Background: an optimization exercise with open tools, aiming at small area, a short achievable clock period and few clock cycles. Do not read the settings as production practice. In this exercise RTL edits were held to simulation tests only and were not proved equivalent to the original. Power is estimated from default activity; no workload was simulated.

<file path="design.v">
module fcs_framer #(
    parameter N_CH     = 8,
    parameter MAX_DLEN = 65545
) (
    input  wire        clk,
    input  wire        rst,
    input  wire        cmd_valid,
    output wire        cmd_ready,
    input  wire [31:0] cmd_word,
    input  wire [16:0] cmd_dlen,
    input  wire        in_valid,
    output wire        in_ready,
    input  wire [7:0]  in_data,
    output reg         out_valid,
    input  wire        out_ready,
    output reg  [7:0]  out_data,
    output reg         out_last,
    output wire        rsp_valid,
    input  wire        rsp_ready,
    output reg  [7:0]  rsp_status,
    output reg  [15:0] rsp_res16,
    output reg         rsp_match,
    output reg  [7:0]  rsp_outcome,
    output reg  [7:0]  rsp_dstatus,
    output reg  [31:0] rsp_dropped,
    output reg  [15:0] rsp_diag_rx,
    output reg  [15:0] rsp_diag_calc,
    output reg         rsp_frame,
    output reg  [15:0] rsp_pid,
    output reg  [15:0] rsp_info_len,
    output reg  [7:0]  rsp_info_cmd,
    output reg  [15:0] rsp_fcs
);
    localparam [7:0] OP_REFLECT  = 8'h01, OP_CRC    = 8'h02, OP_VERIFY  = 8'h03,
                     OP_DECODE   = 8'h10, OP_RELAY  = 8'h11, OP_CMDFRAME = 8'h12,
                     OP_REWRAP   = 8'h13, OP_PUSH   = 8'h20, OP_RESET   = 8'h21;
    localparam [7:0] ST_OK = 8'h00, ST_HDR = 8'h01, ST_CKSUM = 8'h02, ST_TRUNC = 8'h03,
                     ST_ARGS = 8'h04, ST_ILLEGAL = 8'h05;
    localparam [7:0] OC_NONE = 8'h00, OC_NOOP = 8'h01, OC_RETAINED = 8'h02, OC_GARBAGE = 8'h03,
                     OC_INCOMPLETE = 8'h04, OC_FRAME = 8'h05, OC_FRAME_ERROR = 8'h06;
    localparam [2:0] S_IDLE = 3'd0,   
                     S_HOLD = 3'd1,   
                     S_HDR  = 3'd2,   
                     S_DATA = 3'd3,   
                     S_TRL  = 3'd4,   
                     S_FLSH = 3'd5,   
                     S_FIN  = 3'd6,   
                     S_RSP  = 3'd7;   
    function [7:0] rev8(input [7:0] b);
        integer k;
        begin
            for (k = 0; k < 8; k = k + 1)
                rev8[k] = b[7-k];
        end
    endfunction
    function [15:0] crc_step(input [15:0] c, input [7:0] b);
        integer k;
        reg [15:0] r;
        begin
            r = c ^ {rev8(b), 8'h00};
            for (k = 0; k < 8; k = k + 1)
                r = r[15] ? ((r << 1) ^ 16'h1021) : (r << 1);
            crc_step = r;
        end
    endfunction
    function [15:0] crc_final(input [15:0] c);
        begin
            crc_final = {rev8(~c[15:8]), rev8(~c[7:0])};
        end
    endfunction
    reg [2:0]  state;
    reg [7:0]  opc;
    reg [7:0]  arg8;
    reg [15:0] arg16;
    reg [16:0] dlen;
    reg [7:0]  err;         
    reg [16:0] len_b;       
    reg [1:0]  held;        
    reg [1:0]  buf_len [0:N_CH-1];
    reg [7:0]  buf_b0  [0:N_CH-1];
    reg [7:0]  buf_b1  [0:N_CH-1];
    wire [2:0] ch = arg8[2:0];
    reg [16:0] cnt;         
    reg [16:0] idx;         
    reg [7:0]  b0, b1, b2, last_b, end_b, cmd_b;
    reg [15:0] pid, ilen, rx;
    reg [15:0] crc;
    reg [16:0] pos;
    reg [1:0]  tpos;
    wire is_enc = (opc == OP_RELAY) || (opc == OP_CMDFRAME) || (opc == OP_REWRAP);
    wire [3:0]  hdr_len = (opc == OP_CMDFRAME) ? 4'd10 : 4'd8;
    wire [16:0] enc_l   = (opc == OP_CMDFRAME) ? dlen + 17'd3 : dlen + 17'd1;
    reg [7:0] hdr_byte;
    always @(*) begin
        case (pos[3:0])
            4'd0: hdr_byte = 8'h7E;
            4'd1: hdr_byte = 8'hFF;
            4'd2: hdr_byte = 8'h03;
            4'd3: hdr_byte = (opc == OP_REWRAP) ? arg16[7:0] : 8'h00;
            4'd4: hdr_byte = (opc == OP_REWRAP) ? arg16[15:8] :
                             (opc == OP_CMDFRAME) ? 8'h22 : 8'h21;
            4'd5: hdr_byte = enc_l[15:8];
            4'd6: hdr_byte = enc_l[7:0];
            4'd7: hdr_byte = (opc == OP_RELAY) ? 8'hBF : arg8;
            4'd8: hdr_byte = arg16[7:0];
            default: hdr_byte = arg16[15:8];
        endcase
    end
    wire out_free = !out_valid || out_ready;
    wire       in_fire   = in_valid && in_ready;
    wire       feed      = (state == S_HOLD) || (in_fire && err == 8'h00 && !is_enc);
    wire [7:0] feed_byte = (state == S_HOLD) ? (idx[0] ? buf_b1[ch] : buf_b0[ch]) : in_data;
    wire       last_in   = (cnt == dlen - 17'd1);
    wire [16:0] l_end = {1'b0, ilen} + 17'd7;      
    reg in_span;
    always @(*) begin
        if (opc == OP_CRC || opc == OP_VERIFY)
            in_span = (idx >= 17'd3) && (idx + 17'd4 <= len_b);
        else
            in_span = (idx >= 17'd3) && (idx <= 17'd6 || idx < l_end);
    end
    assign cmd_ready = (state == S_IDLE);
    assign in_ready  = (state == S_DATA) && (!is_enc || err != 8'h00 || out_free);
    assign rsp_valid = (state == S_RSP);
    reg [7:0] chk;
    always @(*) begin
        chk = ST_OK;
        case (cmd_word[7:0])
            OP_REFLECT:  if (cmd_dlen > MAX_DLEN || cmd_word[31:16] != 16'h0 || cmd_dlen != 17'd0) chk = ST_ARGS;
            OP_CRC:      if (cmd_dlen > MAX_DLEN || cmd_word[31:8] != 24'h0) chk = ST_ARGS;
            OP_VERIFY:   if (cmd_dlen > MAX_DLEN || cmd_word[15:8] != 8'h0) chk = ST_ARGS;
            OP_DECODE:   if (cmd_dlen > MAX_DLEN || cmd_word[31:8] != 24'h0) chk = ST_ARGS;
            OP_RELAY:    if (cmd_dlen > MAX_DLEN || cmd_word[31:8] != 24'h0 || cmd_dlen > 17'd65534) chk = ST_ARGS;
            OP_CMDFRAME: if (cmd_dlen > MAX_DLEN || (cmd_word[15:8] != 8'hC0 && cmd_word[15:8] != 8'hC1) ||
                             (cmd_word[15:8] == 8'hC0 && cmd_dlen != 17'd0) || cmd_dlen > 17'd65532) chk = ST_ARGS;
            OP_REWRAP:   if (cmd_dlen > MAX_DLEN || cmd_dlen > 17'd65534) chk = ST_ARGS;
            OP_PUSH:     if (cmd_dlen > MAX_DLEN || cmd_word[31:16] != 16'h0 || cmd_word[15:8] >= N_CH) chk = ST_ARGS;
            OP_RESET:    if (cmd_dlen > MAX_DLEN || cmd_word[31:16] != 16'h0 || cmd_dlen != 17'd0 ||
                             cmd_word[15:8] >= N_CH) chk = ST_ARGS;
            default:     chk = ST_ILLEGAL;
        endcase
    end
    wire [16:0] frame_n = {1'b0, ilen} + 17'd10;
    wire [15:0] calc    = crc_final(crc);
    wire        hdr_ok  = (b0 == 8'h7E) && (b1 == 8'hFF) && (b2 == 8'h03);
    integer i;
    always @(posedge clk) begin
        if (rst) begin
            state     <= S_IDLE;
            out_valid <= 1'b0;
            out_last  <= 1'b0;
            for (i = 0; i < N_CH; i = i + 1)
                buf_len[i] <= 2'd0;
        end else begin
            if (out_valid && out_ready)
                out_valid <= 1'b0;
            if (feed) begin
                idx <= idx + 17'd1;
                last_b <= feed_byte;
                case (idx)
                    17'd0: b0 <= feed_byte;
                    17'd1: b1 <= feed_byte;
                    17'd2: b2 <= feed_byte;
                    17'd3: pid[7:0] <= feed_byte;
                    17'd4: pid[15:8] <= feed_byte;
                    17'd5: ilen[15:8] <= feed_byte;
                    17'd6: ilen[7:0] <= feed_byte;
                    17'd7: cmd_b <= feed_byte;
                    default: ;
                endcase
                if (idx >= 17'd7) begin
                    if (idx == l_end)          rx[7:0]  <= feed_byte;
                    if (idx == l_end + 17'd1)  rx[15:8] <= feed_byte;
                    if (idx == l_end + 17'd2)  end_b    <= feed_byte;
                end
                if (in_span)
                    crc <= crc_step(crc, feed_byte);
            end
            case (state)
                S_IDLE: if (cmd_valid) begin
                    opc   <= cmd_word[7:0];
                    arg8  <= cmd_word[15:8];
                    arg16 <= cmd_word[31:16];
                    dlen  <= cmd_dlen;
                    err   <= chk;
                    cnt   <= 17'd0;
                    idx   <= 17'd0;
                    pos   <= 17'd0;
                    tpos  <= 2'd0;
                    crc   <= 16'hFFFF;
                    held  <= 2'd0;
                    len_b <= cmd_dlen;
                    if (chk == ST_OK && cmd_word[7:0] == OP_PUSH && cmd_dlen != 17'd0 &&
                        buf_len[cmd_word[10:8]] != 2'd0) begin
                        held  <= buf_len[cmd_word[10:8]];
                        len_b <= cmd_dlen + {15'd0, buf_len[cmd_word[10:8]]};
                        state <= S_HOLD;
                    end else if (chk == ST_OK && (cmd_word[7:0] == OP_RELAY || cmd_word[7:0] == OP_CMDFRAME ||
                                                  cmd_word[7:0] == OP_REWRAP))
                        state <= S_HDR;
                    else if (cmd_dlen != 17'd0)
                        state <= S_DATA;
                    else
                        state <= S_FIN;
                end
                S_HOLD: if (idx[1:0] == held - 2'd1) state <= S_DATA;
                S_HDR: if (out_free) begin
                    out_valid <= 1'b1;
                    out_data  <= hdr_byte;
                    out_last  <= 1'b0;
                    pos       <= pos + 17'd1;
                    if (pos >= 17'd3)
                        crc <= crc_step(crc, hdr_byte);
                    if (pos[3:0] == hdr_len - 4'd1)
                        state <= (dlen != 17'd0) ? S_DATA : S_TRL;
                end
                S_DATA: if (in_fire) begin
                    cnt <= cnt + 17'd1;
                    if (is_enc && err == 8'h00) begin
                        out_valid <= 1'b1;
                        out_data  <= in_data;
                        out_last  <= 1'b0;
                        crc       <= crc_step(crc, in_data);
                    end
                    if (last_in)
                        state <= (is_enc && err == 8'h00) ? S_TRL : S_FIN;
                end
                S_TRL: if (out_free) begin
                    out_valid <= 1'b1;
                    tpos      <= tpos + 2'd1;
                    case (tpos)
                        2'd0: begin out_data <= calc[7:0];  out_last <= 1'b0; end
                        2'd1: begin out_data <= calc[15:8]; out_last <= 1'b0; end
                        default: begin out_data <= 8'h7E; out_last <= 1'b1; state <= S_FLSH; end
                    endcase
                end
                S_FLSH: if (out_valid && out_ready) state <= S_FIN;
                S_FIN: begin
                    rsp_status    <= err;
                    rsp_res16     <= 16'h0;
                    rsp_match     <= 1'b0;
                    rsp_outcome   <= OC_NONE;
                    rsp_dstatus   <= 8'h0;
                    rsp_dropped   <= 32'h0;
                    rsp_diag_rx   <= 16'h0;
                    rsp_diag_calc <= 16'h0;
                    rsp_frame     <= 1'b0;
                    rsp_pid       <= 16'h0;
                    rsp_info_len  <= 16'h0;
                    rsp_info_cmd  <= 8'h0;
                    rsp_fcs       <= 16'h0;
                    if (err == 8'h00) begin
                        case (opc)
                            OP_REFLECT: rsp_res16 <= {8'h00, rev8(arg8)};
                            OP_CRC:     rsp_res16 <= calc;
                            OP_VERIFY: begin
                                rsp_res16     <= calc;
                                rsp_match     <= (arg16 == calc);
                                rsp_diag_rx   <= arg16;
                                rsp_diag_calc <= calc;
                            end
                            OP_DECODE: begin
                                if (len_b < 17'd3 || !hdr_ok)
                                    rsp_status <= ST_HDR;
                                else if (len_b < 17'd7 || ilen == 16'h0 || len_b < frame_n)
                                    rsp_status <= ST_TRUNC;
                                else if (rx != calc) begin
                                    rsp_status    <= ST_CKSUM;
                                    rsp_diag_rx   <= rx;
                                    rsp_diag_calc <= calc;
                                end else if (end_b != 8'h7E)
                                    rsp_status <= ST_TRUNC;
                                else begin
                                    rsp_frame    <= 1'b1;
                                    rsp_pid      <= pid;
                                    rsp_info_len <= ilen;
                                    rsp_info_cmd <= cmd_b;
                                    rsp_fcs      <= rx;
                                end
                            end
                            OP_PUSH: begin
                                if (dlen == 17'd0)
                                    rsp_outcome <= OC_NOOP;
                                else if (len_b < 17'd3) begin
                                    rsp_outcome <= OC_RETAINED;
                                    buf_len[ch] <= len_b[1:0];
                                    buf_b0[ch]  <= b0;
                                    buf_b1[ch]  <= b1;
                                end else begin
                                    buf_len[ch] <= 2'd0;
                                    rsp_dropped <= {15'd0, len_b};
                                    if (!hdr_ok || last_b != 8'h7E)
                                        rsp_outcome <= OC_GARBAGE;
                                    else if (len_b < 17'd7 || frame_n > len_b)
                                        rsp_outcome <= OC_INCOMPLETE;
                                    else if (ilen == 16'h0) begin
                                        rsp_outcome <= OC_FRAME_ERROR;
                                        rsp_dstatus <= ST_TRUNC;
                                    end else if (rx != calc) begin
                                        rsp_outcome   <= OC_FRAME_ERROR;
                                        rsp_dstatus   <= ST_CKSUM;
                                        rsp_diag_rx   <= rx;
                                        rsp_diag_calc <= calc;
                                    end else if (end_b != 8'h7E) begin
                                        rsp_outcome <= OC_FRAME_ERROR;
                                        rsp_dstatus <= ST_TRUNC;
                                    end else begin
                                        rsp_outcome  <= OC_FRAME;
                                        rsp_dropped  <= {15'd0, len_b - frame_n};
                                        rsp_frame    <= 1'b1;
                                        rsp_pid      <= pid;
                                        rsp_info_len <= ilen;
                                        rsp_info_cmd <= cmd_b;
                                        rsp_fcs      <= rx;
                                    end
                                end
                            end
                            OP_RESET: begin
                                rsp_dropped <= {30'd0, buf_len[ch]};
                                buf_len[ch] <= 2'd0;
                            end
                            default: ;
                        endcase
                    end
                    state <= S_RSP;
                end
                S_RSP: if (rsp_ready) state <= S_IDLE;
                default: state <= S_IDLE;
            endcase
        end
    end
endmodule
</file>
<file path="run.sh">
#!/bin/bash
# synth_recipe.tcl (not shown) runs the flow's synth.tcl, then flattens the netlist and writes it again
# the make line also repeats each setting of config.mk as NAME=value (left out here)
make -C /OpenROAD-flow-scripts/flow DESIGN_CONFIG=/design/flow/config.mk WORK_HOME=/design/flow/orfs CLKGATE_MAP_FILE= SYNTH_SCRIPT=/design/flow/synth_recipe.tcl finish
</file>
<file path="config.mk">
export PLATFORM = sky130hd
export DESIGN_NAME = fcs_framer
export DESIGN_NICKNAME = fcs_framer
export VERILOG_FILES = /design/flow/design.v
export SDC_FILE = /design/flow/constraint.sdc
export NUM_CORES = 4
export LEC_CHECK = 0
export CAP_MARGIN = 20
export CORE_MARGIN = 2
export CORE_UTILIZATION = 40
export PLACE_DENSITY = 0.6
export SLEW_MARGIN = 20
</file>
<file path="constraint.sdc">
create_clock -name core_clock -period 6.5 [get_ports {clk}]
set_input_delay 1.3000 -clock core_clock [delete_from_list [all_inputs] [get_ports {clk}]]
set_output_delay 1.3000 -clock core_clock [all_outputs]
set_load 0.01 [all_outputs]
</file>
==> flow_metrics.env <==
export IMPL_outcome="timing/DRC/antenna clean"
export IMPL_min_period_ps=5273
export IMPL_dieArea_um2=73410
export IMPL_drive_gt1_share_pct=9.022
export IMPL_grt_first_pass_wirelength_um=133200
export IMPL_slew_viol_final=0
export IMPL_max_slew_worst_pin_slew_ps=1018
export IMPL_setup_tns_ps=0
export IMPL_grt_overflow_total=0
export IMPL_synth_edf_count=518
export IMPL_cts_hold_buf=0
export IMPL_wl_um=90040
export IMPL_p_sw_mw=3.960
export IMPL_die_h_um=270.9
export IMPL_htreeDepth=2
export IMPL_area_growth_pct=17.39
export IMPL_cts_buffers=58
export IMPL_end_kind="flop"
export IMPL_finalHoldViolCount=0
export IMPL_diodes=0
export IMPL_ctsResizeCount=0
export IMPL_ys_warn_count=1
export IMPL_viasPerCell=5.706
export IMPL_setup_viol=0
export IMPL_cp_data_arrival_time_ps=5670
export IMPL_peakVddDrop_mv=0.2745
export IMPL_cts_root_buf="clkbuf_16"
export IMPL_r2r_start="ilen[2]$_DFFE_PP_"
export IMPL_fmax_mhz=189.6
export IMPL_final_cells=3578
export IMPL_post_route_period_util_pct=81.13
export IMPL_rsz0062_at_grt="false"
export IMPL_firstDrtPassIters=5
export IMPL_port_buffers=206
export IMPL_ios=238
export IMPL_finish_net_count=2729
export IMPL_p_clk_share_pct=29.2
export IMPL_r2r_cells=15
export IMPL_ff2ff_setup_slack_ps=1230
export IMPL_drv_cap=0
export IMPL_placementRows=97
export IMPL_cp_required_ps=6900
export IMPL_gp_routability_congestion=0.9396
export IMPL_critPathLaunchType="flop"
export IMPL_clk_pin_slew_ps=70
export IMPL_synthCells=2412
export IMPL_p_comb_share_pct=28.8
export IMPL_finClkSkew_ps=46.94
export IMPL_synth_seq_cells=526
export IMPL_core_area_um2=70270
export IMPL_post_place_cells=3469
export IMPL_syn_avg_cell_area_um2=11.82
export IMPL_pwr_share_seq_pct=42.0
export IMPL_async_reset_ff_share_pct=0
export IMPL_initial_core_util_pct=40.56
export IMPL_antenna_found_initial=2
export IMPL_cp_startpoint="ilen[2]$_DFFE_PP_"
export IMPL_internal_power_mw=7.399
export IMPL_synth_ff_type="edfxtp_1"
export IMPL_cts_sinks=526
export IMPL_clockBufferDepth=3
export IMPL_synthesis_area_um2=28500
export IMPL_clk_latency_ps=650
export IMPL_grt_pass1_vias=20030
export IMPL_criticalPathCategory="flop to flop"
export IMPL_grt_usage_pct=24.11
export IMPL_ant_nets=0
export IMPL_ys_seq_area_share_pct=55.13
export IMPL_crit_end="crc[9]$_DFFE_PN_"
export IMPL_drc=0
export IMPL_cts_tree="yes"
export IMPL_min_path_type="flop to flop"
export IMPL_p_sw_share_pct=34.86
export IMPL_wl_per_cell_um=25.16
export IMPL_via_count=20420
export IMPL_dp_hpwl_um=66700
export IMPL_drt_iter0_drc=2111
export IMPL_p_leak_nw=11.09
export IMPL_die_w_um=270.9
export IMPL_post_cts_buffers=0
export IMPL_power_per_cell_area_nw_per_um2=339.5
export IMPL_cp_max_fo=13
export IMPL_r2r_end="crc[9]$_DFFE_PN_"
export IMPL_relSlewSlack_pct=30.40
export IMPL_yosys_cell_types_count=104
export IMPL_grt_max_degree=133
## power groups by stage
stage | clock (mW) | combinational [mW] | sequential [mW]
global placement | 0 | 3.19 | 4.82
CTS | 3.37 | 3.24 | 4.76
detailed placement | 0 | 3.22 | 4.82
finish | 3.32 | 3.27 | 4.77
floorplan | 0 | 2.43 | 4.39
global route | 3.51 | 3.53 | 4.80
## routing by layer
metal / up-vias / track usage [%] / wire length (µm)
met4: 2 / 6.121 / 2387
li1: 9273 / - / -
met1: 10200 / 33.38 / 39440
met2: 807 / 39.72 / 42610
met3: 138 / 3.577 / 5587
met5: - / 0 / 13
## worst max-delay path, stage by stage, from the launching register on
cell and delay, ps:
edfxtp_1 540, inv_1 110, ha_1 210, a21boi_2 350
nor4_1 140, xnor2_1 620, ha_1 220, nand2_1 70
nor4_1 350, o31ai_1 150, a211oi_1 740, a211o_1 530
nor2_1 130, a2111oi_0 490, a211oi_1 100, a211o_1 300
## synth_stat cells, drive strengths merged (27+ instances only)
cell	instances	area (µm²)
edfxtp	518	15550
mux4	36	810.8
o21ai	77	385.4
xor2	102	900.9
clkbuf	90	337.8
mux2i	41	410.4
nor2	235	884.6
ha	74	925.9
buf	70	442.9
nor3	52	291.5
nor4	55	365.3
and2	69	431.7
nand2	157	589.3
nand4	42	275.3
inv	80	300.3
xnor2	163	1461
a22oi	27	202.7
nand3	64	320.3
a21oi	88	440.4
## registers in the layout (all words and copies together), names as in the netlist, 17 cells and up, named ones only
| register | flops |
|---|---|
| idx | 17 |
| len_b | 17 |
| rsp_dropped | 17 |
| buf_b0 | 64 |
| pos | 17 |
| buf_b1 | 64 |
| dlen | 17 |
| cnt | 17 |
## worst min path at each step
stage                     startpoint                     to  slack, ps  cells past startpoint
4_1_cts        out_last$_SDFFE_PP0P_  out_last$_SDFFE_PP0P_        480                      2
2_1_floorplan  out_last$_SDFFE_PP0P_  out_last$_SDFFE_PP0P_        480                      2
3_3_place_gp   out_last$_SDFFE_PP0P_  out_last$_SDFFE_PP0P_        460                      2
6_report       out_last$_SDFFE_PP0P_  out_last$_SDFFE_PP0P_        470                      2
3_5_place_dp   out_last$_SDFFE_PP0P_  out_last$_SDFFE_PP0P_        470                      2
5_1_grt        out_last$_SDFFE_PP0P_  out_last$_SDFFE_PP0P_        520                      2
## logic make-up after synthesis
kind of cell | Yosys count | synth area share, %
xor gates and xnor gates | 268 | 8.529
adders and majority gates | 77 | 3.459
AOI/OAI and AO/OA | 376 | 9.069
DFF | 526 | 55.13
muxes | 88 | 4.719
buffers and inverters | 240 | 3.793
and+or+nand+nor | 836 | 15.28
other | 1 | 0.01316
## layout make-up
cell class | count | area, µm²
well taps | 940 | 1176
fillers | 6253 | 36810
clock inverters | 44 | 459.2
clock buffers | 65 | 1478
multi-input cells | 1676 | 11950
flip-flops and latches | 526 | 15720
repair buffers | 247 | 2382
inverters | 80 | 300.3
## through the flow
stage,setup slack [ps],util [%],total power [mW],area [µm²],hold WS [ps]
after CTS,1366,47.60,11.37,33450,476.8
after global placement,1346,44.83,8.008,31500,462.9
after floorplan,-239.0,-,6.816,28640,476.1
final,1227,47.62,11.36,33460,470.0
after detailed placement,1317,44.84,8.041,31510,466.9
after global routing,869.4,47.62,11.83,33460,516.6
## layout by cell type, fill, tap and decap left out, drive strengths merged, types with 69 or more instances in the layout
cell type / count
xor2: 102
a21oi: 88
o21ai: 77
ha: 74
clkdlybuf4s50: 206
inv: 83
edfxtp: 518
and2: 69
xnor2: 163
nor2: 235
nand2: 157
Testbench counts, summed over its fixed seeds: cycles 140,471.

re-timing with driven ports:
The results above use ideal ports. As a check the final layout listed here was re-extracted and re-timed, cells and wires unchanged. Step 1: set_driving_cell puts a clkbuf_16 on clk and a buf_2 on each other input, an assumption about the parent block. Step 2, shift: input delay + t, output delay - t, t = (earliest + latest rising clock arrival at the registers) / 2. This alone moves slack from input paths to output paths. a / b / c = no drivers / after step 1 / after step 2; a / b = the first two.
t, ns: 0.696
setup slack, ns: 1.227 / 1.227 / 1.227
worst setup path after step 2: register to register
After both steps setup and hold are still met in this run. The setup slack of this run moves by 0.000 ns with the drivers and by 0.000 ns with both steps.
